Background: an optimization exercise with open tools, aiming at small area, a short achievable clock period and few clock cycles. Do not read the settings as production practice. Where RTL was checked, it was by simulation tests only, not by an equivalence proof against the original. No activity file was given, so power comes from the tool's default toggle rates.

== main ==
==> flow/design.v <==
module msr_ring (
    input  wire        clk,
    input  wire        rst,
    input  wire        cmd_valid,
    output wire        cmd_ready,
    input  wire [1:0]  cmd_op,
    input  wire [15:0] cmd_arg,
    output reg         rsp_valid,
    output reg  [15:0] rsp_data
);
    localparam RING_CAP = 32;
    localparam R        = 2;             
    localparam NSTEP    = 16 / R;
    localparam OP_PUSH  = 2'd0;
    localparam OP_AVG   = 2'd1;
    localparam OP_SLOT  = 2'd2;
    localparam OP_CUR   = 2'd3;
    reg [15:0]   sr [0:RING_CAP-1];      
    reg [4:0]    cur;
    reg          full;                   
    reg [20:0]   sum;                    
    reg          v1;
    reg [1:0]    op1;
    reg [15:0]   arg1;
    reg          push;                   
    reg          ready;
    assign cmd_ready = ready;
    wire accept = cmd_valid & ready & ~rst;
    reg          busy;
    reg [4:0]    rem;
    reg [2:0]    step;
    reg [6:0]    cur3;                   
    integer i;
    wire [4:0]  cur_nx  = cur + {4'd0, push};
    wire        full_nx = full | (push & (cur == 5'd31));
    reg  [3:0]  pos_lo;
    reg  [7:0]  pos_hi;
    wire [4:0]  pos_nx = cur_nx + ~cmd_arg[4:0];
    reg  [15:0] slot_val;
    integer j, k;
    always @* begin
        slot_val = 16'd0;
        for (j = 0; j < 8; j = j + 1)
            for (k = 0; k < 4; k = k + 1)
                slot_val = slot_val | ({16{pos_hi[j] & pos_lo[k]}} & sr[4*j+k]);
    end
    reg  [16:0] delta;
    wire [20:0] sum_nx  = push ? sum + {{4{delta[16]}}, delta} : sum;
    wire [15:0] old_p   = (full | (cur == 5'd31)) ? sr[RING_CAP-2] : 16'd0;
    wire [15:0] old_n   = full ? sr[RING_CAP-1] : 16'd0;
    wire [16:0] delta_p = {1'b0, cmd_arg} - {1'b0, old_p};
    wire [16:0] delta_n = {1'b0, cmd_arg} - {1'b0, old_n};
    wire [6:0]  t  = {rem, sum[15:14]};
    wire [7:0]  e1 = {1'b0, t} - {3'b0, cur};
    wire [7:0]  e2 = {1'b0, t} - {2'b0, cur, 1'b0};
    wire [7:0]  e3 = {1'b0, t} - {1'b0, cur3};
    wire        g1 = ~e1[7];
    wire        g2 = ~e2[7];
    wire        g3 = ~e3[7];
    wire [4:0]  drem = g3 ? e3[4:0] : g2 ? e2[4:0] : g1 ? e1[4:0] : t[4:0];
    wire [1:0]  dq   = {g2, g3 | (g1 & ~g2)};
    always @(posedge clk) begin
        if (push) begin
            for (i = RING_CAP - 1; i > 0; i = i - 1)
                sr[i] <= sr[i-1];
            sr[0] <= arg1;
        end
    end
    wire start_div = accept & (cmd_op == OP_AVG) & ~full_nx & (cur_nx != 5'd0);
    always @(posedge clk) begin
        arg1 <= cmd_arg;
        delta <= push ? delta_p : delta_n;
        pos_lo  <= 4'd1 << pos_nx[1:0];
        pos_hi  <= (full_nx | (cmd_arg[4:0] < cur_nx)) ? 8'd1 << pos_nx[4:2] : 8'd0;
        op1  <= cmd_op;
        rem  <= start_div ? sum_nx[20:16] : drem;
        step <= start_div ? 3'd0 : step + 3'd1;
        if (busy)
            rsp_data <= {rsp_data[15-R:0], dq};
        else
            case (op1)
                OP_PUSH: rsp_data <= 16'd0;
                OP_AVG:  rsp_data <= sum[20:5];      
                OP_SLOT: rsp_data <= slot_val;
                default: rsp_data <= {11'd0, cur};
            endcase
        if (rst) begin
            v1        <= 1'b0;
            push      <= 1'b0;
            ready     <= 1'b1;
            cur       <= 5'd0;
            cur3      <= 7'd0;
            full      <= 1'b0;
            sum       <= 21'd0;
            busy      <= 1'b0;
            rsp_valid <= 1'b0;
        end else begin
            v1   <= accept;
            push <= accept & (cmd_op == OP_PUSH) & (cmd_arg != 16'd0);
            cur  <= cur_nx;
            if (push)
                cur3 <= cur3 + 7'd3;
            full <= full_nx;
            if (busy)
                sum <= {sum[20:16], sum[15-R:0], sum[15:16-R]};
            else
                sum <= sum_nx;
            if (busy && step == NSTEP - 2)
                ready <= 1'b1;
            if (busy && step == NSTEP - 1)
                busy <= 1'b0;
            if (start_div) begin
                busy  <= 1'b1;
                ready <= 1'b0;
            end
            rsp_valid <= busy ? (step == NSTEP - 1) : v1;
        end
    end
endmodule
==> flow/config.mk <==
export PLATFORM = sky130hd
export DESIGN_NAME = msr_ring
export DESIGN_NICKNAME = msr_ring
export VERILOG_FILES = /design/flow/design.v
export SDC_FILE = /design/flow/constraint.sdc
export NUM_CORES = 4
export LEC_CHECK = 0
export ABC_CLOCK_PERIOD_IN_PS = 3000
export CAP_MARGIN = 20
export CORE_MARGIN = 2
export CORE_UTILIZATION = 40
export CTS_CLUSTER_DIAMETER = 120
export CTS_CLUSTER_SIZE = 24
export SETUP_SLACK_MARGIN = 5
export SLEW_MARGIN = 20
==> flow/constraint.sdc <==
create_clock -name core_clock -period 8.0 [get_ports {clk}]
set_input_delay 1.6000 -clock core_clock [delete_from_list [all_inputs] [get_ports {clk}]]
set_output_delay 1.6000 -clock core_clock [all_outputs]
set_load 0.01 [all_outputs]
standard.sh (not shown) runs the stock make flow with config.mk's settings and CLKGATE_MAP_FILE= SYNTH_SCRIPT=/design/flow/synth_recipe.tcl, a recipe that flattens the netlist after the stock synthesis.
==> flow/flow/run.sh <==
#!/bin/bash
# Layout flow: the standard flow (standard synthesis included), with the
# port buffers made plain buffers (buf_4) instead of the delay cells that
# buffer_ports otherwise picks. Each step's log stays in orfs/logs; make's
# own output goes to make_flow.log here.
set -euo pipefail
export BUFFER_PORTS_ARGS="-buffer_cell sky130_fd_sc_hd__buf_4"
bash standard.sh > make_flow.log 2>&1
Here is what was changed in the inputs of the feature branch compared with main.
diff --git a/flow/design.v b/flow/design.v
--- a/flow/design.v
+++ b/flow/design.v
@@ -20,21 +20,20 @@
     reg          full;                   
     reg [20:0]   sum;                    
+    reg [6:0]    cur3;                   
+    reg          ready;
+    assign cmd_ready = ready;
+    wire accept   = cmd_valid & ready & ~rst;
+    wire push_now = accept & (cmd_op == OP_PUSH) & (cmd_arg != 16'd0);
     reg          v1;
     reg [1:0]    op1;
-    reg [15:0]   arg1;
-    reg          push;                   
-    reg          ready;
-    assign cmd_ready = ready;
-    wire accept = cmd_valid & ready & ~rst;
+    reg          push1;                  
+    reg  [16:0]  delta;                  
     reg          busy;
     reg [4:0]    rem;
     reg [2:0]    step;
-    reg [6:0]    cur3;                   
     integer i;
-    wire [4:0]  cur_nx  = cur + {4'd0, push};
-    wire        full_nx = full | (push & (cur == 5'd31));
     reg  [3:0]  pos_lo;
     reg  [7:0]  pos_hi;
-    wire [4:0]  pos_nx = cur_nx + ~cmd_arg[4:0];
+    wire [4:0]  pos_nx = cur + ~cmd_arg[4:0];
     reg  [15:0] slot_val;
     integer j, k;
@@ -45,10 +44,6 @@
                 slot_val = slot_val | ({16{pos_hi[j] & pos_lo[k]}} & sr[4*j+k]);
     end
-    reg  [16:0] delta;
-    wire [20:0] sum_nx  = push ? sum + {{4{delta[16]}}, delta} : sum;
-    wire [15:0] old_p   = (full | (cur == 5'd31)) ? sr[RING_CAP-2] : 16'd0;
-    wire [15:0] old_n   = full ? sr[RING_CAP-1] : 16'd0;
-    wire [16:0] delta_p = {1'b0, cmd_arg} - {1'b0, old_p};
-    wire [16:0] delta_n = {1'b0, cmd_arg} - {1'b0, old_n};
+    wire [15:0] old    = full ? sr[RING_CAP-1] : 16'd0;
+    wire [20:0] sum_nx = push1 ? sum + {{4{delta[16]}}, delta} : sum;
     wire [6:0]  t  = {rem, sum[15:14]};
     wire [7:0]  e1 = {1'b0, t} - {3'b0, cur};
@@ -61,19 +56,18 @@
     wire [1:0]  dq   = {g2, g3 | (g1 & ~g2)};
     always @(posedge clk) begin
-        if (push) begin
+        if (push_now) begin
             for (i = RING_CAP - 1; i > 0; i = i - 1)
                 sr[i] <= sr[i-1];
-            sr[0] <= arg1;
+            sr[0] <= cmd_arg;
         end
     end
-    wire start_div = accept & (cmd_op == OP_AVG) & ~full_nx & (cur_nx != 5'd0);
+    wire start_div = accept & (cmd_op == OP_AVG) & ~full & (cur != 5'd0);
     always @(posedge clk) begin
-        arg1 <= cmd_arg;
-        delta <= push ? delta_p : delta_n;
-        pos_lo  <= 4'd1 << pos_nx[1:0];
-        pos_hi  <= (full_nx | (cmd_arg[4:0] < cur_nx)) ? 8'd1 << pos_nx[4:2] : 8'd0;
-        op1  <= cmd_op;
-        rem  <= start_div ? sum_nx[20:16] : drem;
-        step <= start_div ? 3'd0 : step + 3'd1;
+        op1    <= cmd_op;
+        delta  <= {1'b0, cmd_arg} - {1'b0, old};
+        pos_lo <= 4'd1 << pos_nx[1:0];
+        pos_hi <= (full | (cmd_arg[4:0] < cur)) ? 8'd1 << pos_nx[4:2] : 8'd0;
+        rem    <= start_div ? sum_nx[20:16] : drem;
+        step   <= start_div ? 3'd0 : step + 3'd1;
         if (busy)
             rsp_data <= {rsp_data[15-R:0], dq};
@@ -87,5 +81,5 @@
         if (rst) begin
             v1        <= 1'b0;
-            push      <= 1'b0;
+            push1     <= 1'b0;
             ready     <= 1'b1;
             cur       <= 5'd0;
@@ -96,10 +90,12 @@
             rsp_valid <= 1'b0;
         end else begin
-            v1   <= accept;
-            push <= accept & (cmd_op == OP_PUSH) & (cmd_arg != 16'd0);
-            cur  <= cur_nx;
-            if (push)
+            v1    <= accept;
+            push1 <= push_now;
+            if (push_now) begin
+                cur  <= cur + 5'd1;
                 cur3 <= cur3 + 7'd3;
-            full <= full_nx;
+                if (cur == 5'd31)
+                    full <= 1'b1;
+            end
             if (busy)
                 sum <= {sum[20:16], sum[15-R:0], sum[15:16-R]};
### Flow results
- Total power of the final layout came out lower on the feature branch than on main.
- Compared with main, chip width in the feature branch decreased slightly.
- Chip height: main and the feature branch compared, lower one is the feature branch
- Reported for main and the feature branch, number of hold violations in the final report turned out identical to the last digit.
- Diff main -> the feature branch: core footprint saw a decrease, inserted tap cell count went down, final number of setup-violating endpoints stayed essentially flat.
- met1 demand-to-capacity share in global routing is lower on main
- [diff] global-route wire length before repair, the feature branch relative to main: regression
- Comparing main and the feature branch, the lower die area is on the feature branch.
- The final reports for the feature branch and main show core utilization higher in the former.
No functional check of the RTL was part of any run of this note.


RTL: the design.v shown in full above, as it stands there.
Settings: LEC_CHECK=0, ABC_CLOCK_PERIOD_IN_PS=3000, CAP_MARGIN=20, CORE_MARGIN=2, CORE_UTILIZATION=40, CTS_CLUSTER_DIAMETER=120, CTS_CLUSTER_SIZE=24, SLEW_MARGIN=20; clock period 8.0 ns.
==> flow/flow/run.sh <==
#!/bin/bash
# Layout flow: the standard flow (standard synthesis included), with the
# port buffers made plain buffers (buf_4) instead of the delay cells that
# buffer_ports otherwise picks, and timing repair aimed at a tighter setup
# margin. Each step's log stays in orfs/logs; make's own output goes to
# make_flow.log here.
set -euo pipefail
export BUFFER_PORTS_ARGS="-buffer_cell sky130_fd_sc_hd__buf_4"
export SETUP_SLACK_MARGIN=5.25
bash standard.sh > make_flow.log 2>&1
Edit:
--- a/flow/design.v
+++ b/flow/design.v
@@ -42,17 +42,15 @@
         slot_val = 16'd0;
         for (j = 0; j < 8; j = j + 1)
             for (k = 0; k < 4; k = k + 1)
                 slot_val = slot_val | ({16{pos_hi[j] & pos_lo[k]}} & sr[4*j+k]);
     end
     reg  [16:0] delta;
-    wire [20:0] sum_nx  = push ? sum + {{4{delta[16]}}, delta} : sum;
-    wire [15:0] old_p   = (full | (cur == 5'd31)) ? sr[RING_CAP-2] : 16'd0;
-    wire [15:0] old_n   = full ? sr[RING_CAP-1] : 16'd0;
-    wire [16:0] delta_p = {1'b0, cmd_arg} - {1'b0, old_p};
-    wire [16:0] delta_n = {1'b0, cmd_arg} - {1'b0, old_n};
+    reg         push2;                   
+    wire [15:0] old    = full ? sr[RING_CAP-1] : 16'd0;
+    wire [20:0] sum_nx = push2 ? sum + {{4{delta[16]}}, delta} : sum;
     wire [6:0]  t  = {rem, sum[15:14]};
     wire [7:0]  e1 = {1'b0, t} - {3'b0, cur};
     wire [7:0]  e2 = {1'b0, t} - {2'b0, cur, 1'b0};
     wire [7:0]  e3 = {1'b0, t} - {1'b0, cur3};
     wire        g1 = ~e1[7];
     wire        g2 = ~e2[7];
@@ -63,57 +61,64 @@
         if (push) begin
             for (i = RING_CAP - 1; i > 0; i = i - 1)
                 sr[i] <= sr[i-1];
             sr[0] <= arg1;
         end
     end
-    wire start_div = accept & (cmd_op == OP_AVG) & ~full_nx & (cur_nx != 5'd0);
+    wire need_div  = accept & (cmd_op == OP_AVG) & ~full_nx & (cur_nx != 5'd0);
+    wire start_now = need_div & ~push;
+    reg  div_go;
+    wire div_start = start_now | div_go;
     always @(posedge clk) begin
         arg1 <= cmd_arg;
-        delta <= push ? delta_p : delta_n;
+        delta <= {1'b0, arg1} - {1'b0, old};
         pos_lo  <= 4'd1 << pos_nx[1:0];
         pos_hi  <= (full_nx | (cmd_arg[4:0] < cur_nx)) ? 8'd1 << pos_nx[4:2] : 8'd0;
         op1  <= cmd_op;
-        rem  <= start_div ? sum_nx[20:16] : drem;
-        step <= start_div ? 3'd0 : step + 3'd1;
+        rem  <= div_start ? sum_nx[20:16] : drem;
+        step <= div_start ? 3'd0 : step + 3'd1;
         if (busy)
             rsp_data <= {rsp_data[15-R:0], dq};
         else
             case (op1)
                 OP_PUSH: rsp_data <= 16'd0;
-                OP_AVG:  rsp_data <= sum[20:5];      
+                OP_AVG:  rsp_data <= sum_nx[20:5];   
                 OP_SLOT: rsp_data <= slot_val;
                 default: rsp_data <= {11'd0, cur};
             endcase
         if (rst) begin
             v1        <= 1'b0;
             push      <= 1'b0;
+            push2     <= 1'b0;
+            div_go    <= 1'b0;
             ready     <= 1'b1;
             cur       <= 5'd0;
             cur3      <= 7'd0;
             full      <= 1'b0;
             sum       <= 21'd0;
             busy      <= 1'b0;
             rsp_valid <= 1'b0;
         end else begin
             v1   <= accept;
             push <= accept & (cmd_op == OP_PUSH) & (cmd_arg != 16'd0);
+            push2 <= push;
+            div_go <= need_div & push;
             cur  <= cur_nx;
             if (push)
                 cur3 <= cur3 + 7'd3;
             full <= full_nx;
             if (busy)
                 sum <= {sum[20:16], sum[15-R:0], sum[15:16-R]};
             else
                 sum <= sum_nx;
             if (busy && step == NSTEP - 2)
                 ready <= 1'b1;
             if (busy && step == NSTEP - 1)
                 busy <= 1'b0;
-            if (start_div) begin
-                busy  <= 1'b1;
+            if (need_div)
                 ready <= 1'b0;
-            end
-            rsp_valid <= busy ? (step == NSTEP - 1) : v1;
+            if (div_start)
+                busy <= 1'b1;
+            rsp_valid <= busy ? (step == NSTEP - 1) : v1 & ~div_go;
         end
     end
 endmodule
Outcome:
- clock power is about the same
- combinational power fell by 16%
- wire length came out higher by 14%
- clock-buffer cell count came out higher by 1
- sequential power hardly moves
- worst setup slack is better by 0.18 ns
- synthesized area decreases by 1.1%
- global-route usage is higher by 2.7 points
- cell count decreases by 2.4%
- first-iteration DRC count came out higher by 34%
Testbench counts after the change, summed over its fixed seeds: cycles 8,251.
Only the layout flow was run in the first run of this note; the RTL was not checked for function there.

## afterwards: timing with drivers on the ports
The flow's constraints put no driver on any port. The routed layouts listed below were extracted and timed again, unchanged, in two steps. Step 1: set_driving_cell puts a clkbuf_16 on clk and a buf_2 on each other input, an assumption about the parent block. Step 2 times the ports against the registers' clock, not the clock port: input delays grow and output delays shrink by t, the midpoint of the rising clock arrivals with the driver on. Slacks: ideal / step 1 / step 2; pairs: ideal / step 1.
run	shift t [ns]	setup WS [ns]	worst hold slack (ns)	clock arrival spread, ns	cell pins on the clock port's net
main	0.660	5.037 / 5.057 / 4.397	0.407 / 0.407 / 0.407	0.034 / 0.034	1
the feature branch	0.659	4.900 / 4.898 / 4.240	0.443 / 0.443 / 0.443	0.027 / 0.027	1
the first run of note 2	0.661	5.093 / 5.114 / 4.452	0.412 / 0.412 / 0.412	0.033 / 0.033	1
the second run of note 2	0.673	5.278 / 5.219 / 4.707	0.440 / 0.440 / 0.440	0.025 / 0.024	1
After both steps setup and hold are still met in every run listed. For the feature branch, which loses most, drivers alone change the setup slack by -0.002 ns; drivers and shift together by -0.660 ns.
